This is an optimization exercise on Yosys and OpenROAD, whose aim is small area, not a production implementation. In this exercise RTL edits were held to simulation tests only and were not proved equivalent to the original. The clock port is modelled as an ideal driver; clocking choices that lean on that would not hold on a real chip. Power is estimated from default activity; no workload was simulated.

==> design/flow/design.v <==
module fstc (
    input  wire        clk,
    input  wire        rst,
    input  wire        start,
    input  wire        tick,
    input  wire        rsp_valid,
    input  wire [1:0]  rsp_kind,
    input  wire [7:0]  rsp_b0,
    input  wire [7:0]  rsp_b1,
    output reg         rd_req,
    output wire [1:0]  rd_len,
    output wire        busy,
    output wire        valid,
    output wire        failed,
    output wire [2:0]  err,
    output wire [15:0] sr0,
    output wire [15:0] sr1,
    output wire [15:0] sr2,
    output wire [15:0] sr3,
    output wire [15:0] sr4,
    output wire [15:0] sr5,
    output wire [15:0] sr6,
    output wire [15:0] sr7,
    output wire [15:0] sr8,
    output wire [15:0] sr9,
    output wire [15:0] sr10,
    output wire [15:0] sr11,
    output wire [15:0] sr12,
    output wire [15:0] sr13,
    output wire [15:0] sr14,
    output wire [15:0] sr15
);
    localparam [2:0] PH_IDLE    = 3'd0;
    localparam [2:0] PH_SEARCH  = 3'd1;
    localparam [2:0] PH_LENGTH  = 3'd2;
    localparam [2:0] PH_PAYLOAD = 3'd3;
    localparam [2:0] PH_DONE    = 3'd4;
    localparam [2:0] PH_FAIL    = 3'd5;
    localparam [2:0] ERR_NONE     = 3'd0;
    localparam [2:0] ERR_RECEIVE  = 3'd1;
    localparam [2:0] ERR_TIMEOUT  = 3'd2;
    localparam [2:0] ERR_UNEXPECT = 3'd3;
    localparam [2:0] ERR_CHECKSUM = 3'd4;
    reg         f_q;
    reg [2:0]   x_q;
    reg [3:0]   wc_q;            
    reg         req_q;
    reg [15:0]  elapsed_q;
    reg [12:0]  cks_q;
    reg [15:0]  w_q [0:11];      
    wire [2:0] phase_q = {f_q | x_q[2], ~f_q & x_q[1], f_q | x_q[0]};
    wire [2:0] err_q   = x_q & {3{f_q}};
    wire [7:0] p0 = rsp_b0;
    wire [7:0] p1 = rsp_b1 & {8{rsp_kind[1]}};
    wire nf     = ~f_q & ~x_q[2];           
    wire in_s   = nf & ~x_q[1] &  x_q[0];
    wire in_l   = nf &  x_q[1] & ~x_q[0];
    wire in_p   = nf &  x_q[1] &  x_q[0];
    wire busy_q = nf & (x_q[1] | x_q[0]);
    wire acc  = rsp_valid & req_q;
    wire kerr = acc & rsp_kind[1] & rsp_kind[0];
    wire kdat = acc & (rsp_kind[1] ^ rsp_kind[0]);
    wire sof    = (p0 == 8'h42) & (p1 == 8'h4D);
    wire len_ok = (p0 == 8'h00) & (p1 == 8'h1C);
    wire hi     = wc_q[3] & wc_q[2];        
    wire last   = hi & wc_q[0];             
    wire cks_eq = ({p0, p1} == {3'b000, cks_q});
    wire add   = kdat & ((in_s & sof) | in_l | (in_p & ~last));
    wire shift = kdat & in_p & (~hi | (wc_q[0] & ~cks_eq));
    wire e_sof  = kdat & in_s & sof;
    wire e_len  = kdat & in_l;
    wire e_last = kdat & in_p & last;
    wire busy_r = busy_q & ~kerr & ~(e_len & ~len_ok) & ~e_last;
    wire go = start & ~busy_r;
    wire gt_lim = (elapsed_q > 16'd5000);
    wire eq_lim = (elapsed_q == 16'd5000);
    wire req_r  = req_q & ~rsp_valid & ~go;
    wire poll   = (busy_r | go) & ~req_r;
    wire tmo    = poll & ~go & (gt_lim | (eq_lim & tick));
    wire req_n  = req_r | (poll & ~tmo);
    always @* rd_req = poll & ~tmo & ~rst;
    reg       f_n;
    reg [2:0] x_n;
    always @* begin
        f_n = f_q;
        x_n = x_q;
        if (kerr)   begin f_n = 1'b1; x_n = ERR_RECEIVE; end
        if (e_sof)  begin f_n = 1'b0; x_n = PH_LENGTH; end
        if (e_len)  begin f_n = ~len_ok; x_n = len_ok ? PH_PAYLOAD : ERR_UNEXPECT; end
        if (e_last) begin f_n = ~cks_eq; x_n = cks_eq ? PH_DONE : ERR_CHECKSUM; end
        if (go)     begin f_n = 1'b0; x_n = PH_SEARCH; end
        if (tmo)    begin f_n = 1'b1; x_n = ERR_TIMEOUT; end
    end
    wire clr = rst | go;
    wire [7:0]  ga = p0 & {8{add}};
    wire [7:0]  gb = p1 & {8{add}};
    wire [7:0]  s1 = cks_q[7:0] ^ ga ^ gb;
    wire [8:1]  c1 = (cks_q[7:0] & ga) | (cks_q[7:0] & gb) | (ga & gb);
    wire [12:0] ax = {cks_q[12:8], s1};
    wire [12:0] ay = {4'b0000, c1, 1'b0};
    wire [13:0] ar;
    wire [12:0] cks_sum;
    assign ar[0] = 1'b0;
    wire [16:0] ec;
    assign ec[0] = tick & busy_q & ~(&elapsed_q);
    genvar g;
    generate
        for (g = 0; g < 13; g = g + 1) begin : g_cks
            assign cks_sum[g] = ax[g] ^ ay[g] ^ ar[g];
            assign ar[g+1]    = (ax[g] & ay[g]) | (ax[g] & ar[g]) | (ay[g] & ar[g]);
        end
        for (g = 0; g < 16; g = g + 1) begin : g_el
            assign ec[g+1] = ec[g] & elapsed_q[g];
        end
    endgenerate
    always @(posedge clk) begin
        if (rst) begin
            f_q     <= 1'b0;
            x_q     <= PH_IDLE;
            req_q   <= 1'b0;
        end else begin
            f_q     <= f_n;
            x_q     <= x_n;
            req_q   <= req_n;
        end
        if (clr) begin
            wc_q      <= 4'd0;
        end else if (kdat & in_p) begin
            wc_q      <= wc_q + 4'd1;
        end
        elapsed_q <= (elapsed_q ^ ec[15:0]) & {16{~clr}};
        cks_q     <= cks_sum & {13{~clr}};
    end
    integer i;
    always @(posedge clk) begin
        if (shift) begin
            w_q[0] <= ~{p0, p1};    
            for (i = 1; i < 12; i = i + 1)
                w_q[i] <= w_q[i-1];
        end
    end
    assign rd_len = 2'd2;
    assign busy   = busy_q;
    assign valid  = ~f_q & x_q[2];
    assign failed = f_q;
    assign err    = err_q;
    assign sr0 = {3'b000, wc_q, 1'b0, valid, err_q, req_q, phase_q};
    assign sr1 = {3'b000, cks_q};
    assign sr2 = err_q[2] ? ~w_q[0] : (valid ? {3'b000, cks_q} : 16'h0000);
    assign sr3 = elapsed_q;
    wire [15:0] vm = {16{valid}};
    assign sr4  = ~(w_q[11] | ~vm);
    assign sr5  = ~(w_q[10] | ~vm);
    assign sr6  = ~(w_q[9] | ~vm);
    assign sr7  = ~(w_q[8] | ~vm);
    assign sr8  = ~(w_q[7] | ~vm);
    assign sr9  = ~(w_q[6] | ~vm);
    assign sr10 = ~(w_q[5] | ~vm);
    assign sr11 = ~(w_q[4] | ~vm);
    assign sr12 = ~(w_q[3] | ~vm);
    assign sr13 = ~(w_q[2] | ~vm);
    assign sr14 = ~(w_q[1] | ~vm);
    assign sr15 = ~(w_q[0] | ~vm);
endmodule
==> design/flow/flow/run.sh <==
#!/bin/bash
# Standard synthesis and layout (standard.sh), with these choices changed:
#  - synthesis maps the combinational logic with an area-oriented ABC script
#    (flow/abc.script, used in place of ORFS's abc_speed.script; every other
#    synthesis step, and so every register, is the standard one);
#  - each port gets a buf_1 as its port buffer instead of the default pick;
#  - CTS builds the tree from clkbuf_8 cells in clusters of up to 16 sinks
#    and adds no dummy loads;
#  - after CTS, cells with spare slack are downsized (flow/post_cts.tcl).
# make's full output goes to synth.log and flow.log here; ORFS keeps each
# step's log under orfs/logs/.
set -euo pipefail
F=$(pwd)/flow
cp -r "$FLOW_HOME/scripts" scripts_abc
cp "$F/abc.script" scripts_abc/abc_speed.script
bash standard.sh "SCRIPTS_DIR=$(pwd)/scripts_abc" synth > synth.log 2>&1
bash standard.sh \
  "BUFFER_PORTS_ARGS=-buffer_cell sky130_fd_sc_hd__buf_1" \
  "CTS_ARGS=-sink_clustering_enable -repair_clock_nets -buf_list sky130_fd_sc_hd__clkbuf_8 -sink_clustering_size 16 -sink_clustering_max_diameter 80 -dont_use_dummy_load" \
  "POST_CTS_TCL=$F/post_cts.tcl" \
  finish > flow.log 2>&1
==> design/flow/flow/abc.script <==
&get -n
&st
&dch -f
&nf -R 1000 -p -a -F 8 -A 4
&put
topo
dnsize -c
==> design/flow/flow/post_cts.tcl <==
# Swap cells that have slack to spare for smaller ones.
estimate_parasitics -placement
repair_timing -recover_power 100 -setup_margin 0
report_design_area
==> design/flow/standard.sh <==
#!/bin/bash
# synth_recipe.tcl (not shown) runs the flow's synth.tcl, then flattens the netlist and writes it again
# the make line also repeats each setting of config.mk as NAME=value (left out here)
make -C /OpenROAD-flow-scripts/flow DESIGN_CONFIG=/design/flow/config.mk WORK_HOME=/design/flow/orfs CLKGATE_MAP_FILE= SYNTH_SCRIPT=/design/flow/synth_recipe.tcl "${@:-finish}"
==> design/flow/config.mk <==
export PLATFORM = sky130hd
export DESIGN_NAME = fstc
export DESIGN_NICKNAME = fstc
export VERILOG_FILES = /design/flow/design.v
export SDC_FILE = /design/flow/constraint.sdc
export NUM_CORES = 4
export LEC_CHECK = 0
export CAP_MARGIN = 0
export CORE_MARGIN = 2
export CORE_UTILIZATION = 55
export PLACE_DENSITY = 0.7
export SLEW_MARGIN = 0
==> design/flow/constraint.sdc <==
create_clock -name core_clock -period 12.0 [get_ports {clk}]
set_input_delay 2.4000 -clock core_clock [delete_from_list [all_inputs] [get_ports {clk}]]
set_output_delay 2.4000 -clock core_clock [all_outputs]
set_load 0.01 [all_outputs]
==> metrics.md, run 1 <==
| Metric | Value |
|---|---|
| Final Wtd Congestion | `1.01` |
| Vias per cell | `5.16` |
| Vias in the first global route | `5,637` |
| Critical Path Start Type | `input pin` |
| Seq cells post-synth | `230` |
| Seq/Total Area, Yosys | `72.1%` |
| Setup TNS | `0 ps` |
| Dpl hpwl | `14,500 µm` |
| Cell variety after synth | `37` |
| Top-count cell post-synth | `nor2_1` |
| Skew final | `48.0 ps` |
| Post-Synth Simple-Gate Area | `15.8%` |
| Worst VDD drop | `0.0722 mV` |
| Least-Margin Pin Slew | `949 ps` |
| Worst path cell trace | `clkbuf_1 > clkinv_1 > nor4b_1 > nand3_1 > nor4_1 > and4_1 > nor2_1 > or2_0 > fa_1 > clkinv_1 > ha_1 > fa_1 > fa_1 > fa_1 > fa_1 > fa_1 > fa_1 > fa_1 > ha_1 > ha_1 > ha_1 > xnor2_1 > nor2_1` |
| Synth async-reset ratio | `0%` |
| Die H | `132 µm` |
| Post-synth top area cell | `edfxtp_1` |
| Wire per inst | `17.3 µm` |
| Syn Area/Cell | `13.3 µm²` |
| Core area | `16,000 µm²` |
| CP Max Fanout | `14` |
| Slowest stage delay, CP | `510 ps` |
| DRC errors left | `0` |
| Pwr Density | `116 nW/µm²` |
| Worst endpoint required time | `12,350 ps` |
| Total Wirelength | `20,600 µm` |
| Worst Hold Depth | `0` |
| R2R Setup Slk | `5240 ps` |
| Top_reg_cell synth | `edfxtp_1` |
| Complex-gate fraction of the synthesized area | `2.35%` |
| Final period util | `69.9%` |
| Area share of fa/ha/maj cells after synthesis | `6.08%` |
| CTS clk-pin slew, worst paths | `100 ps` |
| Mux share of post-synthesis cell area | `0.111%` |
| CTS tree | `built` |
| RR Endpoint | `cks_q[12]$_DFF_P_` |
| Area delta synth->final | `17.4%` |
| Synth cell count leaders | `nor2_1, edfxtp_1, dfxtp_1, and2_0, nand2_1` |
| Post-DRT Antenna Nets | `0` |
| Fin nets | `1,036` |
| Post-synth EDFFs | `192` |
| Fillers | `1,292` |
| Mapped cell area | `9050 µm²` |
| Arr. time, crit path | `8740 ps` |
| CP most frequent cell | `fa_1` |
| Top-level I/O count | `288` |
| Setup-failing EPs final | `0` |
| FMAX | `119 MHz` |
| Mapped Cells | `680` |
| Hold Crit Class | `reg2reg` |
| Relative slew slack | `36.7%` |
| DRT Pass-1 Iters | `5` |
| Initial antenna violation count | `0` |
| Total power | `1.24 mW` |
| Max-slew violations | `0` |
| Area contributors post-synth | `edfxtp_1, nor2_1, dfxtp_1` |
| Top cell type's share of synthesized area | `63.7%` |
| Synth Area in XOR/XNOR | `1.55%` |
| Number of core rows | `46` |
| Starting Density | `56.6%` |
| First-pass GRT wire length | `30,800 µm` |
| Lkg Pwr | `3.72 nW` |
| Crit path max-delay cell type | `fa_1` |
| DR vias | `6,152` |
| Synth warn | `2` |
| Hold path endpoint | `w_q[4][13]$_DFFE_PP_` |
| Diodes inserted | `0` |
| Layout cells sized above 1 | `2.56%` |
| All-layer global routing usage | `22.3%` |
| Initial DRC count | `536` |
| Status | `finished clean` |
| GR Overflow Total | `0` |
| Max_cap viols | `0` |
| Reg2Reg Launch Point | `f_q$_SDFFE_PP0P_` |
| Die X | `132 µm` |
| Largest family of logic cells by synthesized area | `simple AND/OR/NAND/NOR gates` |
| RSZ-0062 raised after global routing | `no` |
| Sink Count | `230` |
| Hold Path Origin | `w_q[3][13]$_DFFE_PP_` |
| Final hold vios | `0` |
| Clock Latency Late Sink | `500 ps` |
| Reg2Reg Depth | `21` |
| Crit. End Element | `flip-flop` |
| PortBufs | `278` |
| Largest net degree at the start of global routing | `94` |
| Die area | `17,500 µm²` |
| Final min period | `8390 ps` |
| WS Path Type | `in2reg` |
==> critical path: cells and delay by family <==
| kind | cells | cell delay (ps) |
|---|---|---|
| AND/OR/NAND/NOR | 7 | 1320 |
| buffers and inverters | 3 | 430 |
| XOR/XNOR | 1 | 130 |
| adder cells (fa/ha/maj) | 12 | 4450 |
==> worst max path at each step <==
stage	start	slack [ps]	to
detailed placement	rsp_b0[1]	3090	cks_q[12]$_DFF_P_
global placement	rsp_b0[1]	3150	cks_q[12]$_DFF_P_
global route	rsp_b0[1]	3230	cks_q[12]$_DFF_P_
floorplan	rsp_kind[0]	2550	w_q[0][0]$_DFFE_PP_
finish	rsp_b0[1]	3610	cks_q[12]$_DFF_P_
==> per-layer routing <==
| layer | up-vias | global-route usage (%) | routed length [µm] |
|---|---|---|---|
| met5 | - | 0 | 0 |
| met4 | 0 | 5.20 | 339 |
| met3 | 25 | 4.65 | 1480 |
| met2 | 255 | 38.6 | 10400 |
| met1 | 2938 | 29.3 | 8410 |
| li1 | 2934 | - | - |
==> where the power goes <==
| group | total (mW) | internal (mW) | switching (mW) |
|---|---|---|---|
| clock network | 0.357 | 0.135 | 0.222 |
| registers | 0.855 | 0.853 | 0.00156 |
| logic | 0.0247 | 0.00702 | 0.0177 |
==> sequential cells by signal, indices dropped and copies added (netlist names) <==
register	count
w_q	192
wc_q	4
req_q	1
elapsed_q	16
x_q	3
cks_q	13
f_q	1
==> layout make-up <==
cell class / instances / area (µm²) / share of cell area (%)
multi-input cells: 424 / 2380 / 22.4
flip-flops and latches: 230 / 6530 / 61.4
clock buffers: 18 / 248 / 2.33
well taps: 216 / 270 / 2.54
inverters: 19 / 71.3 / 0.671
repair buffers: 285 / 1130 / 10.7
==> through the flow <==
| stage | utilization, % | setup slack [ps] | hold WS [ps] | cells | area [µm²] |
|---|---|---|---|---|---|
| 6_report | 66.4 | 3610 | 448 | 1192 | 10600 |
| 5_1_grt | 66.4 | 3230 | 455 | 1192 | 10600 |
| 3_5_place_dp | 64.7 | 3090 | 433 | 1172 | 10300 |
| 3_3_place_gp | 64.7 | 3150 | 429 | 1172 | 10300 |
| 2_1_floorplan | - | 2550 | 427 | 687 | 9090 |
==> layout by cell type, fill, tap and decap left out, types with 3 or more instances in the layout <==
cell	instances
nor3_1	4
nand2b_1	4
ha_1	20
clkbuf_1	4
or2_0	4
fa_1	15
dfxtp_1	38
o21ai_0	15
clkbuf_8	18
nor4_1	7
nand2_1	26
edfxtp_1	192
a21oi_1	7
buf_1	275
xor2_1	7
nand3_1	5
nand4_1	11
nor4b_1	4
clkinv_1	19
nor2b_1	3
conb_1	9
clkbuf_4	4
and2_0	28
nor2_1	224
xnor2_1	9
o22ai_1	4
==> kinds of logic after synthesis <==
logic type      Yosys count
mux                       1
simple gates            327
fa+ha+maj                35
compound gates           36
flops                   230
xor+xnor                 16
other cells               2
buf+inv                  33
==> run 2, diff against run 1 <==
==> design/flow/run.sh (new file) <==
#!/bin/bash
# synth_recipe.tcl (not shown) runs the flow's synth.tcl, then flattens the netlist and writes it again
# the make line also repeats each setting of config.mk as NAME=value (left out here)
make -C /OpenROAD-flow-scripts/flow DESIGN_CONFIG=/design/flow/config.mk WORK_HOME=/design/flow/orfs CLKGATE_MAP_FILE= SYNTH_SCRIPT=/design/flow/synth_recipe.tcl finish
--- a/design/flow/config.mk
+++ b/design/flow/config.mk
@@ -8,5 +8,8 @@
 export CAP_MARGIN = 0
 export CORE_MARGIN = 2
 export CORE_UTILIZATION = 55
+export CTS_BUF_LIST = sky130_fd_sc_hd__clkbuf_8
+export CTS_CLUSTER_DIAMETER = 60
+export CTS_CLUSTER_SIZE = 16
 export PLACE_DENSITY = 0.7
 export SLEW_MARGIN = 0
removed: design/flow/flow/run.sh
removed: design/flow/flow/abc.script
removed: design/flow/flow/post_cts.tcl
removed: design/flow/standard.sh
==> run 2 against run 1 <==
  * Still clean
  * Sequential power is essentially flat
  * First-iteration DRC count fell by 20%
  * Combinational power is 43% higher
  * Clock power is 14% higher
  * Hold slack got worse by 7.8 ps
  * Wire length increased by 15%
  * Via count rose by 4.5%
  * Register-to-register slack got worse by 350 ps
  * Largest cell class unchanged
  * Largest power group unchanged
  * Highest routed layer unchanged
==> metrics.md, run 2 <==
| Metric | Value |
|---|---|
| R2R Setup Slk | `4890 ps (was 5240 ps)` |
| Sw power | `0.258 mW (was 0.241 mW)` |
| Reg2Reg Launch Point | `x_q[2]$_SDFFE_PP0P_ (was f_q$_SDFFE_PP0P_)` |
| Fin nets | `1,047 (was 1,036)` |
| Largest net degree at the start of global routing | `193 (was 94)` |
| Setup-failing EPs final | `0 (unchanged)` |
| Total Wirelength | `23,800 µm (was 20,600 µm)` |
| Top-count cell post-synth | `nor2_1 (unchanged)` |
| Vias per cell | `5.27 (was 5.16)` |
| Worst VDD drop | `0.109 mV (was 0.0722 mV)` |
| Core area | `16,600 µm² (was 16,000 µm²)` |
| FMAX | `107 MHz (was 119 MHz)` |
| Net Sw Frac | `19.9% (was 19.5%)` |
| Setup Buffers After CTS | `0` |
| Die H | `135 µm (was 132 µm)` |
| Dpl hpwl | `17,100 µm (was 14,500 µm)` |
| Mapped cell area | `9410 µm² (was 9050 µm²)` |
| Seq/Total Area, Yosys | `69.3% (was 72.1%)` |
| Least-Margin Pin Slew | `1010 ps (was 949 ps)` |
| Starting Density | `56.6% (about the same)` |
| Seq cells post-synth | `230 (unchanged)` |
| Crit. End Element | `flip-flop (unchanged)` |
| Diodes inserted | `0 (unchanged)` |
| WS Path Type | `in2reg (unchanged)` |
| Most common cell after layout, fill and taps aside | `clkdlybuf4s50_1 (was buf_1)` |
| CP Max Fanout | `24 (was 14)` |
| GR Overflow Total | `0 (unchanged)` |
| Combinational share of power | `2.7% (was 2.0%)` |
| All-layer global routing usage | `25.4% (was 22.3%)` |
| Final Wtd Congestion | `0.948 (was 1.01)` |
| Top-level I/O count | `288 (unchanged)` |
| CTS clk-pin slew, worst paths | `100 ps (about the same)` |
| PortBufs | `278 (unchanged)` |
| Die X | `135 µm (was 132 µm)` |
| Worst Hold Depth | `0 (unchanged)` |
| Hold Crit Class | `reg2reg (unchanged)` |
| Fillers | `1,047 (was 1,292)` |
| Wire per inst | `19.5 µm (was 17.3 µm)` |
| Max_cap viols | `0 (unchanged)` |
| Total power | `1.30 mW (was 1.24 mW)` |
| DRC errors left | `0 (unchanged)` |
| DRT Pass-1 Iters | `5 (unchanged)` |
| DR vias | `6,429 (was 6,152)` |
| Post-DRT Antenna Nets | `0 (unchanged)` |
| Post-CTS Hold Buffers | `0` |
| Post-synth EDFFs | `192 (unchanged)` |
| Worst path cell trace | `clkdlybuf4s50_1 > xor2_1 > nand2_1 > nor4_1 > o21bai_1 > nand3_1 > fa_1 > inv_1 > ha_1 > fa_1 > fa_1 > fa_1 > fa_1 > fa_1 > fa_1 > fa_1 > ha_1 > ha_1 > ha_1 > xnor2_1 > nor2_1 (was clkbuf_1 > clkinv_1 > nor4b_1 > nand3_1 > nor4_1 > and4_1 > nor2_1 > or2_0 > fa_1 > clkinv_1 > ha_1 > fa_1 > fa_1 > fa_1 > fa_1 > fa_1 > fa_1 > fa_1 > ha_1 > ha_1 > ha_1 > xnor2_1 > nor2_1)` |
| Initial antenna violation count | `0 (unchanged)` |
| RSZ-0062 raised after global routing | `no (unchanged)` |
| Sink Count | `230 (unchanged)` |
| DP Area | `12,300 µm² (was 10,300 µm²)` |
| Largest register FFs | `192 (unchanged)` |
| Mapped Cells | `725 (was 680)` |
| Cell variety after synth | `49 (was 37)` |
| Synth warn | `2 (unchanged)` |
| Die area | `18,200 µm² (was 17,500 µm²)` |
| Biggest register | `w_q (unchanged)` |
| CP top delay family | `adder cells (unchanged)` |
| Post-synth top area cell | `edfxtp_1 (unchanged)` |
| Synth async-reset ratio | `0% (unchanged)` |
| Final period util | `78.1% (was 69.9%)` |
| Initial DRC count | `431 (was 536)` |
| Reg2Reg Depth | `20 (was 21)` |
| Largest registers | `w_q x192, elapsed_q x16, cks_q x13 (unchanged)` |
| Top_reg_cell synth | `edfxtp_1 (unchanged)` |
| Top cell type's share of synthesized area | `61.3% (was 63.7%)` |
| Slowest stage delay, CP | `970 ps (was 510 ps)` |
| Worst endpoint required time | `12,380 ps (was 12,350 ps)` |
| Resized cells post-CTS | `0` |
| Final min period | `9380 ps (was 8390 ps)` |
| Pwr Density | `102 nW/µm² (was 116 nW/µm²)` |
| Post-route design area | `12,700 µm² (was 10,600 µm²)` |
| Area contributors post-synth | `edfxtp_1, nor2_1, dfxtp_1 (unchanged)` |
| Setup WS pre-CTS | `2100 ps (was 3090 ps)` |
| Synth cell count leaders | `nor2_1, edfxtp_1, and2_1, dfxtp_1, inv_1 (was nor2_1, edfxtp_1, dfxtp_1, and2_0, nand2_1)` |
| Clk root buf | `clkbuf_8` |
| Seq pwr share | `65.9% (was 69.1%)` |
| Register area | `6530 µm² (unchanged)` |
| Hold Path Origin | `w_q[2][1]$_DFFE_PP_ (was w_q[3][13]$_DFFE_PP_)` |
| Clock Latency Late Sink | `510 ps (was 500 ps)` |
| Crit path max-delay cell type | `clkdlybuf4s50_1 (was fa_1)` |
| Arr. time, crit path | `9760 ps (was 8740 ps)` |
| Most frequent cells in the layout | `clkdlybuf4s50_1, nor2_1, edfxtp_1 (was buf_1, nor2_1, edfxtp_1)` |
| Critical Path Start Type | `input pin (unchanged)` |
| Hold path endpoint | `w_q[3][1]$_DFFE_PP_ (was w_q[4][13]$_DFFE_PP_)` |
| Max clock buf depth | `3` |
| Setup ws final | `2620 ps (was 3610 ps)` |
| Max-slew violations | `0 (unchanged)` |
| Worst path depth | `21 (was 23)` |
| Multi-input gate area | `2590 µm² (was 2380 µm²)` |
| Layout cells sized above 1 | `3.50% (was 2.56%)` |
| Relative slew slack | `32.6% (was 36.7%)` |
| CP most frequent cell | `fa_1 (unchanged)` |
| Number of core rows | `47 (was 46)` |
| Clk pwr share | `31.4% (was 28.9%)` |
| CTS tree | `built (unchanged)` |
| Skew final | `22.8 ps (was 48.0 ps)` |
| Area delta synth->final | `34.5% (was 17.4%)` |
| First-pass GRT wire length | `35,400 µm (was 30,800 µm)` |
| Status | `finished clean (unchanged)` |
| Total CTS buffers | `18` |
| Final hold vios | `0 (unchanged)` |
| Lkg Pwr | `4.62 nW (was 3.72 nW)` |
| Pint | `1.04 mW (was 0.995 mW)` |
| CTS H-tree depth | `1` |
| RR Endpoint | `cks_q[12]$_DFF_P_ (unchanged)` |
| Syn Area/Cell | `13.0 µm² (was 13.3 µm²)` |
| CP Buf/Inv Count | `2 (was 3)` |
| Setup TNS | `0 ps (unchanged)` |
| Vias in the first global route | `6,361 (was 5,637)` |
-- run 2: per-layer routing --
layer / track usage [%] / part of all wire (%)
met1: 31.7 / 40
met4: 7.95 / 3.1
met5: 0 / 0
met2: 42.9 / 49
met3: 7.36 / 8.8
-- run 2: how the worst max path moves through the flow --
stage,from,to,slack (ps)
2_1_floorplan,rsp_kind[1],w_q[0][0]$_DFFE_PP_,160
3_3_place_gp,rsp_kind[1],cks_q[12]$_DFF_P_,2300
3_5_place_dp,rsp_kind[1],cks_q[12]$_DFF_P_,2100
4_1_cts,rsp_kind[1],cks_q[12]$_DFF_P_,2650
5_1_grt,rsp_kind[1],cks_q[12]$_DFF_P_,2180
6_report,rsp_kind[1],cks_q[12]$_DFF_P_,2620
-- run 2: power groups by stage --
stage | clock network [mW] | logic, mW | registers [mW]
after floorplan | 0 | 0.0196 | 0.872
after global routing | 0.442 | 0.0380 | 0.854
after global placement | 0 | 0.0344 | 0.872
after CTS | 0.418 | 0.0351 | 0.854
final | 0.408 | 0.0352 | 0.854
after detailed placement | 0 | 0.0351 | 0.872
-- run 2: through the flow --
| stage | utilization (%) | hold slack, ps | std cells |
|---|---|---|---|
| 2_1_floorplan | - | 427 | 732 |
| 3_3_place_gp | 74.0 | 429 | 1189 |
| 3_5_place_dp | 74.0 | 433 | 1189 |
| 4_1_cts | 76.1 | 433 | 1221 |
| 5_1_grt | 76.1 | 464 | 1221 |
| 6_report | 76.1 | 440 | 1221 |
-- run 2: cells by family (layout without fill, tap and decap cells) --
kind of cell / Yosys count / in the layout / share of synthesized area [%]
buffers and inverters: 74 / 343 / 3.68
flip-flops: 230 / 230 / 69.3
XOR/XNOR: 16 / 16 / 1.49
AO/OA/AOI/OAI: 24 / 24 / 1.91
AND/OR/NAND/NOR: 330 / 330 / 16.2
multiplexers: 14 / 14 / 1.49
adder cells (fa/ha/maj): 35 / 35 / 5.85
other: 2 / 9 / 0.0798
-- run 2: cell type report --
class / count / area share, %
flip-flops and latches: 230 / 51.5
repair buffers: 281 / 22.2
multi-input cells: 428 / 20.5
well taps: 220 / 2.17
clock buffers: 19 / 2.06
inverters: 30 / 0.889
clock inverters: 13 / 0.632

==> static timing again, ports no longer ideal <==
Ports are ideal in the flow. The routed layouts listed here were re-timed in OpenROAD. Step 1, drivers: a clkbuf_16 drives clk and a buf_2 each remaining input, both assumed. Step 2, shift: input delay + t, output delay - t, t = (earliest + latest rising clock arrival at the registers) / 2. This alone moves slack from input paths to output paths. a / b / c = ideal / step 1 / step 2; a / b = the first two.
run	shift t [ns]	setup WS [ns]	hold slack, ns	latest minus earliest clock arrival (ns)	worst data-port slew with drivers (ns)
run 1	0.516	3.614 / 3.628 / 3.112	0.448 / 0.448 / 0.448	0.050 / 0.050	0.03
run 2	0.538	2.625 / 2.633 / 2.095	0.440 / 0.440 / 0.440	0.023 / 0.024	0.04
After both steps setup and hold are still met in every run listed. The setup slack of run 2, which loses most, moves by +0.008 ns with the drivers and by -0.530 ns with both steps.
